From an optimization exercise on the open Yosys and OpenROAD flow, aimed at small area, a short achievable clock period and few clock cycles; shortcuts taken in it are not production practice.
RTL that was checked went through simulation tests only; none was proved equivalent to the original.
Power is estimated from default activity; no workload was simulated.

==> 11-14 <==
Design level_lut_remapper, start of the top module:
module level_lut_remapper (
    input  wire        clk,
    input  wire        rst,
    input  wire        cmd_valid,
    output wire        cmd_ready,
    input  wire [63:0] cmd_data,
    output reg         rsp_valid,
    output wire [63:0] rsp_data,
    output reg         mem_valid,
    output reg         mem_we,
    output wire [31:0] mem_addr,
    output reg  [3:0]  mem_wstrb,
    output reg  [31:0] mem_wdata,
    input  wire        mem_ready,
    input  wire [31:0] mem_rdata
);
Settings: LEC_CHECK=0, CAP_MARGIN=20, CORE_MARGIN=2, CORE_UTILIZATION=40, CTS_BUF_LIST=sky130_fd_sc_hd__clkbuf_8, PLACE_DENSITY=0.55, SLEW_MARGIN=20; clock period 12.0 ns.
run.sh (not shown) runs the stock make flow with config.mk's settings and CLKGATE_MAP_FILE= SYNTH_SCRIPT=/design/flow/synth_recipe.tcl, a recipe that flattens the netlist after the stock synthesis.
==> 10-19 (differences from 11-14) <==
- CORE_UTILIZATION: 40 -> 50
- PLACE_DENSITY: 0.55 -> 0.65
==> 01-08 (differences from 11-14) <==
--- a/flow/design.v
+++ b/flow/design.v
@@ -78,16 +78,10 @@
     reg [15:0] up_lm, up_cm;
     reg [31:0] up_w, up_h, up_is, up_os, up_lay;
     reg        w3bad;
     reg [31:0] up_sb, up_ss, up_db, up_ds;
     always @(posedge clk) begin
-        if (rst)
-            w3bad <= 1'b0;
-        else if (wbase && (c_reg == 8'h15))
-            w3bad <= (mod3(c_imm) != 2'd0);
-    end
-    always @(posedge clk) begin
         if (wen[5'h00]) lv_a    <= wdat[16:0];
         if (wen[5'h01]) lv_b    <= wdat[16:0];
         if (wen[5'h02]) lv_p    <= wdat[16:0];
         if (wen[5'h03]) lv_q    <= wdat[16:0];
         if (wen[5'h04]) lv_w    <= wdat;
@@ -103,10 +97,11 @@
         if (wen[5'h11]) up_sh   <= wdat[3:0];
         if (wen[5'h12]) up_swap <= wdat[0];
         if (wen[5'h13]) up_lm   <= wdat[15:0];
         if (wen[5'h14]) up_cm   <= wdat[15:0];
         if (wen[5'h15]) up_w    <= wdat;
+        if (wen[5'h15]) w3bad   <= (mod3(wdat) != 2'd0);    
         if (wen[5'h16]) up_h    <= wdat;
         if (wen[5'h17]) up_is   <= wdat;
         if (wen[5'h18]) up_os   <= wdat;
         if (wen[5'h19]) up_lay  <= wdat;
         if (wen[5'h1A]) up_sb   <= wdat;
@@ -241,12 +236,11 @@
     reg  [4:0]  hidx;                 
     reg  [31:0] os_r, od_r;           
     reg         dbl_r, cin_r;         
     reg         hdone, hz;
     reg         ovs, ovd;
-    reg         f7, f10, f11;
-    reg  [3:0]  f9v;                  
+    reg         f7, f9, f10, f11;
     reg  [31:0] srow, drow;           
     reg  [29:0] sp, dp;               
     reg  [31:0] pc;                   
     reg  [31:0] rows;                 
     reg         tph;                  
@@ -493,11 +487,11 @@
                     if (f7) begin
                         rsp_valid <= 1'b1; idle <= 1'b1; mem_wdata <= 32'd7;
                     end else if (e8) begin
                         rsp_valid <= 1'b1; idle <= 1'b1; mem_wdata <= 32'd8;
                     end else begin
-                        f9v   <= {s_add[32], |s_add[31:0], d_add[32], |d_add[31:0]};
+                        f9    <= (s_add[32] && (|s_add[31:0])) || (d_add[32] && (|d_add[31:0]));
                         srow  <= fIS;
                         drow  <= fOS;
                         ovs   <= 1'b0;
                         ovd   <= 1'b0;
                         hz    <= (fH == 32'd0);
@@ -508,11 +502,11 @@
                         st    <= S_MUL;
                     end
                 end
                 S_MUL: begin
                     rsp_st <= 2'd0;
-                    if ((f9v[3] && f9v[2]) || (f9v[1] && f9v[0])) begin
+                    if (f9) begin
                         rsp_valid <= 1'b1; idle <= 1'b1; rsp_st <= 2'd1; mem_wdata <= 32'd9;
                     end else if (hz) begin
                         rsp_valid <= 1'b1; idle <= 1'b1;
                     end else if (hdone) begin
                         dbl_r <= 1'b0;
==> 07-26 (differences from 11-14) <==
--- a/flow/design.v
+++ b/flow/design.v
@@ -78,16 +78,10 @@
     reg [15:0] up_lm, up_cm;
     reg [31:0] up_w, up_h, up_is, up_os, up_lay;
     reg        w3bad;
     reg [31:0] up_sb, up_ss, up_db, up_ds;
     always @(posedge clk) begin
-        if (rst)
-            w3bad <= 1'b0;
-        else if (wbase && (c_reg == 8'h15))
-            w3bad <= (mod3(c_imm) != 2'd0);
-    end
-    always @(posedge clk) begin
         if (wen[5'h00]) lv_a    <= wdat[16:0];
         if (wen[5'h01]) lv_b    <= wdat[16:0];
         if (wen[5'h02]) lv_p    <= wdat[16:0];
         if (wen[5'h03]) lv_q    <= wdat[16:0];
         if (wen[5'h04]) lv_w    <= wdat;
@@ -103,10 +97,11 @@
         if (wen[5'h11]) up_sh   <= wdat[3:0];
         if (wen[5'h12]) up_swap <= wdat[0];
         if (wen[5'h13]) up_lm   <= wdat[15:0];
         if (wen[5'h14]) up_cm   <= wdat[15:0];
         if (wen[5'h15]) up_w    <= wdat;
+        if (wen[5'h15]) w3bad   <= (mod3(wdat) != 2'd0);    
         if (wen[5'h16]) up_h    <= wdat;
         if (wen[5'h17]) up_is   <= wdat;
         if (wen[5'h18]) up_os   <= wdat;
         if (wen[5'h19]) up_lay  <= wdat;
         if (wen[5'h1A]) up_sb   <= wdat;
@@ -241,12 +236,11 @@
     reg  [4:0]  hidx;                 
     reg  [31:0] os_r, od_r;           
     reg         dbl_r, cin_r;         
     reg         hdone, hz;
     reg         ovs, ovd;
-    reg         f7, f10, f11;
-    reg  [3:0]  f9v;                  
+    reg         f7, f9, f10, f11;
     reg  [31:0] srow, drow;           
     reg  [29:0] sp, dp;               
     reg  [31:0] pc;                   
     reg  [31:0] rows;                 
     reg         tph;                  
@@ -261,11 +255,11 @@
     reg         sa_below, sa_ramp;
     reg  [16:0] sb;                   
     reg         sbv;
     reg  [1:0]  sbt;
     reg         sb_below, sb_ramp;
-    reg  [7:0]  sc;                   
+    reg  [15:0] sc;                   
     reg         scv;
     reg  [1:0]  sct;
     reg         sc_below, sc_ramp;
     reg  [23:0] pk;                   
     reg  [1:0]  pos;
@@ -319,18 +313,16 @@
     wire [15:0] lt    = ({6'd0, lu_in} + up_off) & up_lm;
     wire [15:0] lts   = lt << up_sh;
     wire [15:0] comb  = ct | lts;
     wire [24:0] plo   = sa[7:0] * dm[15:0] + {17'd0, sa[7:0]};
     wire [24:0] phi   = sb[7:0] * dm[31:16] + {16'd0, sb[16:8]};
-    wire [7:0]  tq    = sc;
+    wire [7:0]  tq    = sc[7:0];
     wire [7:0]  rampv = neg ? (lo_out - tq) : (lo_out + tq);
     wire [7:0]  lvb   = sc_below ? lo_out : (sc_ramp ? rampv : hi_out);
-    wire        pv    = m_lv ? scv : sav;
-    wire [1:0]  pt    = m_lv ? sct : sat;
-    wire [15:0] od    = m_lv ? {8'd0, lvb} : sa;
+    wire [15:0] od    = m_lv ? {8'd0, lvb} : sc;
     wire [2:0]  pos_end  = {1'b0, pos} + (m_lv ? 3'd1 : 3'd2);
-    wire        complete = pv && (pos_end[2] || pt[0]);
+    wire        complete = scv && (pos_end[2] || sct[0]);
     wire [7:0]  pb0 = (pos == 2'd0) ? od[7:0] : pk[7:0];
     wire [7:0]  pb1 = (pos == 2'd1) ? od[7:0] : ((pos == 2'd0 && !m_lv) ? od[15:8] : pk[15:8]);
     wire [7:0]  pb2 = (pos == 2'd2) ? od[7:0] : pk[23:16];
     wire [7:0]  pb3 = (pos == 2'd3) ? od[7:0] : od[15:8];
     wire [3:0]  pstrb = pos_end[2] ? 4'b1111 :
@@ -371,15 +363,19 @@
                     hi_in  <= byte255(lv_b);
                     lo_out <= byte255(lv_p);
                     hi_out <= byte255(lv_q);
                 end
                 2'd2, 2'd3: begin
-                    neg  <= (dph == 2'd3);
-                    dm   <= {dsub[7:0], 24'd0};
-                    drem <= {8'd0, dsub[16:8]};
-                    dcnt <= 6'd0;
-                    dph  <= (dph == 2'd2 && !d_take) ? 2'd3 : 2'd0;
+                    if (dph == 2'd2 && !d_take) begin
+                        dph <= 2'd3;
+                    end else begin
+                        neg  <= (dph == 2'd3);
+                        dm   <= {dsub[7:0], 24'd0};
+                        drem <= {8'd0, dsub[16:8]};
+                        dcnt <= 6'd0;
+                        dph  <= 2'd0;
+                    end
                 end
                 default: begin
                     drem <= d_take ? dsub[16:0] : dx[16:0];
                     dm   <= {dm[30:0], d_take};
                     dcnt <= dcnt + 6'd1;
@@ -443,11 +439,11 @@
                     sb_below <= sa_below;
                     sb_ramp  <= sa_ramp;
                     st       <= S_LUT2;
                 end
                 S_LUT2: begin
-                    sc       <= phi[15:8];
+                    sc       <= {8'd0, phi[15:8]};
                     sc_below <= sb_below;
                     sc_ramp  <= sb_ramp;
                     st       <= S_LUT3;
                 end
                 S_LUT3: begin
@@ -493,11 +489,11 @@
                     if (f7) begin
                         rsp_valid <= 1'b1; idle <= 1'b1; mem_wdata <= 32'd7;
                     end else if (e8) begin
                         rsp_valid <= 1'b1; idle <= 1'b1; mem_wdata <= 32'd8;
                     end else begin
-                        f9v   <= {s_add[32], |s_add[31:0], d_add[32], |d_add[31:0]};
+                        f9    <= (s_add[32] && (|s_add[31:0])) || (d_add[32] && (|d_add[31:0]));
                         srow  <= fIS;
                         drow  <= fOS;
                         ovs   <= 1'b0;
                         ovd   <= 1'b0;
                         hz    <= (fH == 32'd0);
@@ -508,11 +504,11 @@
                         st    <= S_MUL;
                     end
                 end
                 S_MUL: begin
                     rsp_st <= 2'd0;
-                    if ((f9v[3] && f9v[2]) || (f9v[1] && f9v[0])) begin
+                    if (f9) begin
                         rsp_valid <= 1'b1; idle <= 1'b1; rsp_st <= 2'd1; mem_wdata <= 32'd9;
                     end else if (hz) begin
                         rsp_valid <= 1'b1; idle <= 1'b1;
                     end else if (hdone) begin
                         dbl_r <= 1'b0;
@@ -616,24 +612,24 @@
                         sa       <= m_lv ? {8'd0, kx[7:0]} : comb;
                         sa_below <= below0;
                         sa_ramp  <= ramp0;
                         sbv      <= sav;
                         sbt      <= sat;
-                        sb       <= {plo[24:16], sa[7:0]};
+                        sb       <= m_lv ? {plo[24:16], sa[7:0]} : {1'b0, sa};
                         sb_below <= sa_below;
                         sb_ramp  <= sa_ramp;
                         scv      <= sbv;
                         sct      <= sbt;
-                        sc       <= phi[15:8];
+                        sc       <= m_lv ? {8'd0, phi[15:8]} : sb[15:0];
                         sc_below <= sb_below;
                         sc_ramp  <= sb_ramp;
-                        if (pv) begin
+                        if (scv) begin
                             if (complete) begin
                                 mem_wdata <= {pb3, pb2, pb1, pb0};
                                 mem_wstrb <= pstrb;
-                                wr_eor    <= pt[0];
-                                wr_eof    <= pt[1];
+                                wr_eor    <= sct[0];
+                                wr_eof    <= sct[1];
                                 pos       <= 2'd0;
                             end else begin
                                 pk  <= {pb2, pb1, pb0};
                                 pos <= pos_end[1:0];
                             end
- CTS_BUF_LIST: sky130_fd_sc_hd__clkbuf_8 -> unset
==> summary.txt <==
- Between 10-19 and 07-26, the lower power is in 10-19 (gap 9.8%, measured against 07-26).
- 01-08 completed without violations. 10-19 produced a clean layout. 07-26 finished clean. 11-14 finished with timing, DRC and antenna clean.
- Of 01-08 and 11-14, 01-08 has the higher clock skew (gap 16 ps).
- Die area: 10-19 < 01-08 < 11-14 < 07-26.
- Register-to-register slack: 11-14 > 10-19 > 07-26 > 01-08.
- The highest utilization belongs to 10-19, the lowest to 01-08.
- Global-route usage: 10-19 is higher than 07-26 (6.4 points).
- Cell count, lowest first: 10-19, 01-08, 07-26, 11-14.
==> figures <==
Post-route core utilization: 01-08 45.3%; 10-19 56.2%; 11-14 45.5%; 07-26 45.6%
Sequential cell area fraction in the yosys report: 01-08 47.5%; 10-19 47.5%; 11-14 47.5%; 07-26 47.3%
Data buffer area share: 01-08 4.18%; 10-19 3.92%; 11-14 4.13%; 07-26 4.21%
Die height: 01-08 447 um; 10-19 401 um; 11-14 448 um; 07-26 450 um
Sequential fraction of total cell area: 01-08 42.2%; 10-19 42.6%; 11-14 42.2%; 07-26 41.8%
Placed Area: 01-08 84200 um2; 10-19 83400 um2; 11-14 84200 um2; 07-26 84800 um2
Clk cell area share: 01-08 4.77%; 10-19 4.90%; 11-14 4.98%; 07-26 5.53%
Layout net count: 01-08 7997; 10-19 8066; 11-14 8092; 07-26 8091
Inverters: 01-08 419; 10-19 425; 11-14 425; 07-26 418
Final clock skew: 01-08 84.8 ps; 10-19 60.3 ps; 11-14 69.1 ps; 07-26 43.6 ps
Outcome: 01-08 complete, no violations; 10-19 complete, no violations; 11-14 complete, no violations; 07-26 complete, no violations
Setup slack, reg-to-reg: 01-08 5400 ps; 10-19 5760 ps; 11-14 6080 ps; 07-26 5500 ps
Fmax: 01-08 0.146 GHz; 10-19 0.160 GHz; 11-14 0.169 GHz; 07-26 0.154 GHz
Number of global-route vias before repair: 01-08 59920; 10-19 59342; 11-14 59379; 07-26 59481
Clock group: 01-08 3.91 mW; 10-19 3.97 mW; 11-14 4.07 mW; 07-26 4.70 mW
Testbench counts of 11-14, summed over its fixed seeds: cycles 23,688.
Testbench counts of 10-19, summed over its fixed seeds: cycles 23,688.
Testbench counts of 01-08, summed over its fixed seeds: cycles 23,688.
Testbench counts of 07-26, summed over its fixed seeds: cycles 23,821.

---

==> build 11: inputs <==
Another version of the RTL of level_lut_remapper (not shown whole).
clock: 12.0 ns
lec_check: 0
cap_margin: 20
core_margin: 2
core_utilization: 50
place_density: 0.65
slew_margin: 20
==> build 16 (differences from build 11) <==
--- a/flow/design.v
+++ b/flow/design.v
@@ -192,22 +192,31 @@
             5'h13: reg_rdval = {16'd0, up_lm};
             5'h14: reg_rdval = {16'd0, up_cm};
             5'h19: reg_rdval = up_lay;
             default: reg_rdval = 32'd0;
         endcase
     end
+    function [1:0] m3add;
+        input [1:0] a, b;
+        reg   [2:0] t;
+        begin
+            t = {1'b0, a} + {1'b0, b};
+            m3add = (t >= 3'd3) ? (t[1:0] - 2'd3) : t[1:0];
+        end
+    endfunction
     function [1:0] mod3;
         input [31:0] v;
         integer k;
-        reg [6:0] s;
+        reg [1:0] d [0:15];
         begin
-            s = 7'd0;
             for (k = 0; k < 16; k = k + 1)
-                s = s + {5'd0, v[2*k +: 2]};
-            s = s % 7'd3;
-            mod3 = s[1:0];
+                d[k] = (v[2*k +: 2] == 2'd3) ? 2'd0 : v[2*k +: 2];
+            for (k = 0; k < 8; k = k + 1) d[k] = m3add(d[2*k], d[2*k+1]);
+            for (k = 0; k < 4; k = k + 1) d[k] = m3add(d[2*k], d[2*k+1]);
+            for (k = 0; k < 2; k = k + 1) d[k] = m3add(d[2*k], d[2*k+1]);
+            mod3 = m3add(d[0], d[1]);
         end
     endfunction
     wire lay_tb = (up_lay == 32'd1);
     wire lay_ib = (up_lay == 32'd2);
     wire e4 = unp && !lay_tb && !lay_ib;
     wire e5 = unp && lay_tb && (mod3(up_w) != 2'd0);
@@ -495,13 +504,13 @@
                         srow  <= s_add[31:0];
                         drow  <= d_add[31:0];
                         ovs   <= ovs || s_add[33] || s_add[32];
                         ovd   <= ovd || d_add[33] || d_add[32];
                         hidx  <= hnext;
                         hb    <= fH[hnext];
-                        hdone <= (hidx == 5'd0);
+                        if (hidx == 5'd0) st <= S_CHK;
                     end
                 end
                 S_CHK: begin
                     f10 <= ovs || s_add[32];
                     f11 <= ovd || d_add[32];
                     st  <= S_CHK2;
SETUP_SLACK_MARGIN = 5   (was not set)
==> summary.txt <==
Routed met2 length=121000 um; status=complete, no violations; clk latency of the worst-skew pair=about 800 ps; critical path data arrival time=9220 ps; top-area cell type share of the netlist area=0.458
That was build 11.
==> summary.txt <==
Routed met2 length=116000 um; critical path data arrival time=between 8000 and 9000 ps; status=complete, no violations; Peak VDD IR=0.000755 V; Detailed Place HPWL=around 210000 um; Worst R2R End=mem_wdata[21]; clk latency of the worst-skew pair=around 820 ps; DRT met1 WL=116000 um
That was build 16.
No run of this note included a check of the RTL's function; only the layout flow was run.

## what the ideal ports hide
In the flow no input, the clock included, has a driving cell. The finished layouts below were timed again as built, in two steps.
Step 1: set_driving_cell puts a clkbuf_16 on clk and a buf_2 on each other input, an assumption about the parent block.
Step 2 moves the port delays by t, midway between the first and last clock arrival at a register: inputs arrive t later, outputs are due t later. That takes back most of the time a late clock gives input paths.
Slacks: ideal / step 1 / step 2; pairs: ideal / step 1.
run	shift t [ns]	slack for setup (ns)	worst setup path at the end	worst slew at a driven data input, ns
11-14	1.082	6.082 / 6.082 / 5.071	input to register	0.19
10-19	1.052	5.760 / 5.760 / 4.870	input to register	0.16
01-08	1.100	5.156 / 5.213 / 4.113	input to register	0.30
07-26	0.906	5.500 / 5.500 / 4.964	input to register	0.19
build 11	0.871	3.183 / 3.183 / 3.183	register to register	0.06
build 16	0.893	4.370 / 4.370 / 4.370	register to register	0.12
After both steps setup and hold are still met in every run listed. For 01-08, which loses most, drivers alone change the setup slack by +0.057 ns; drivers and shift together by -1.043 ns.
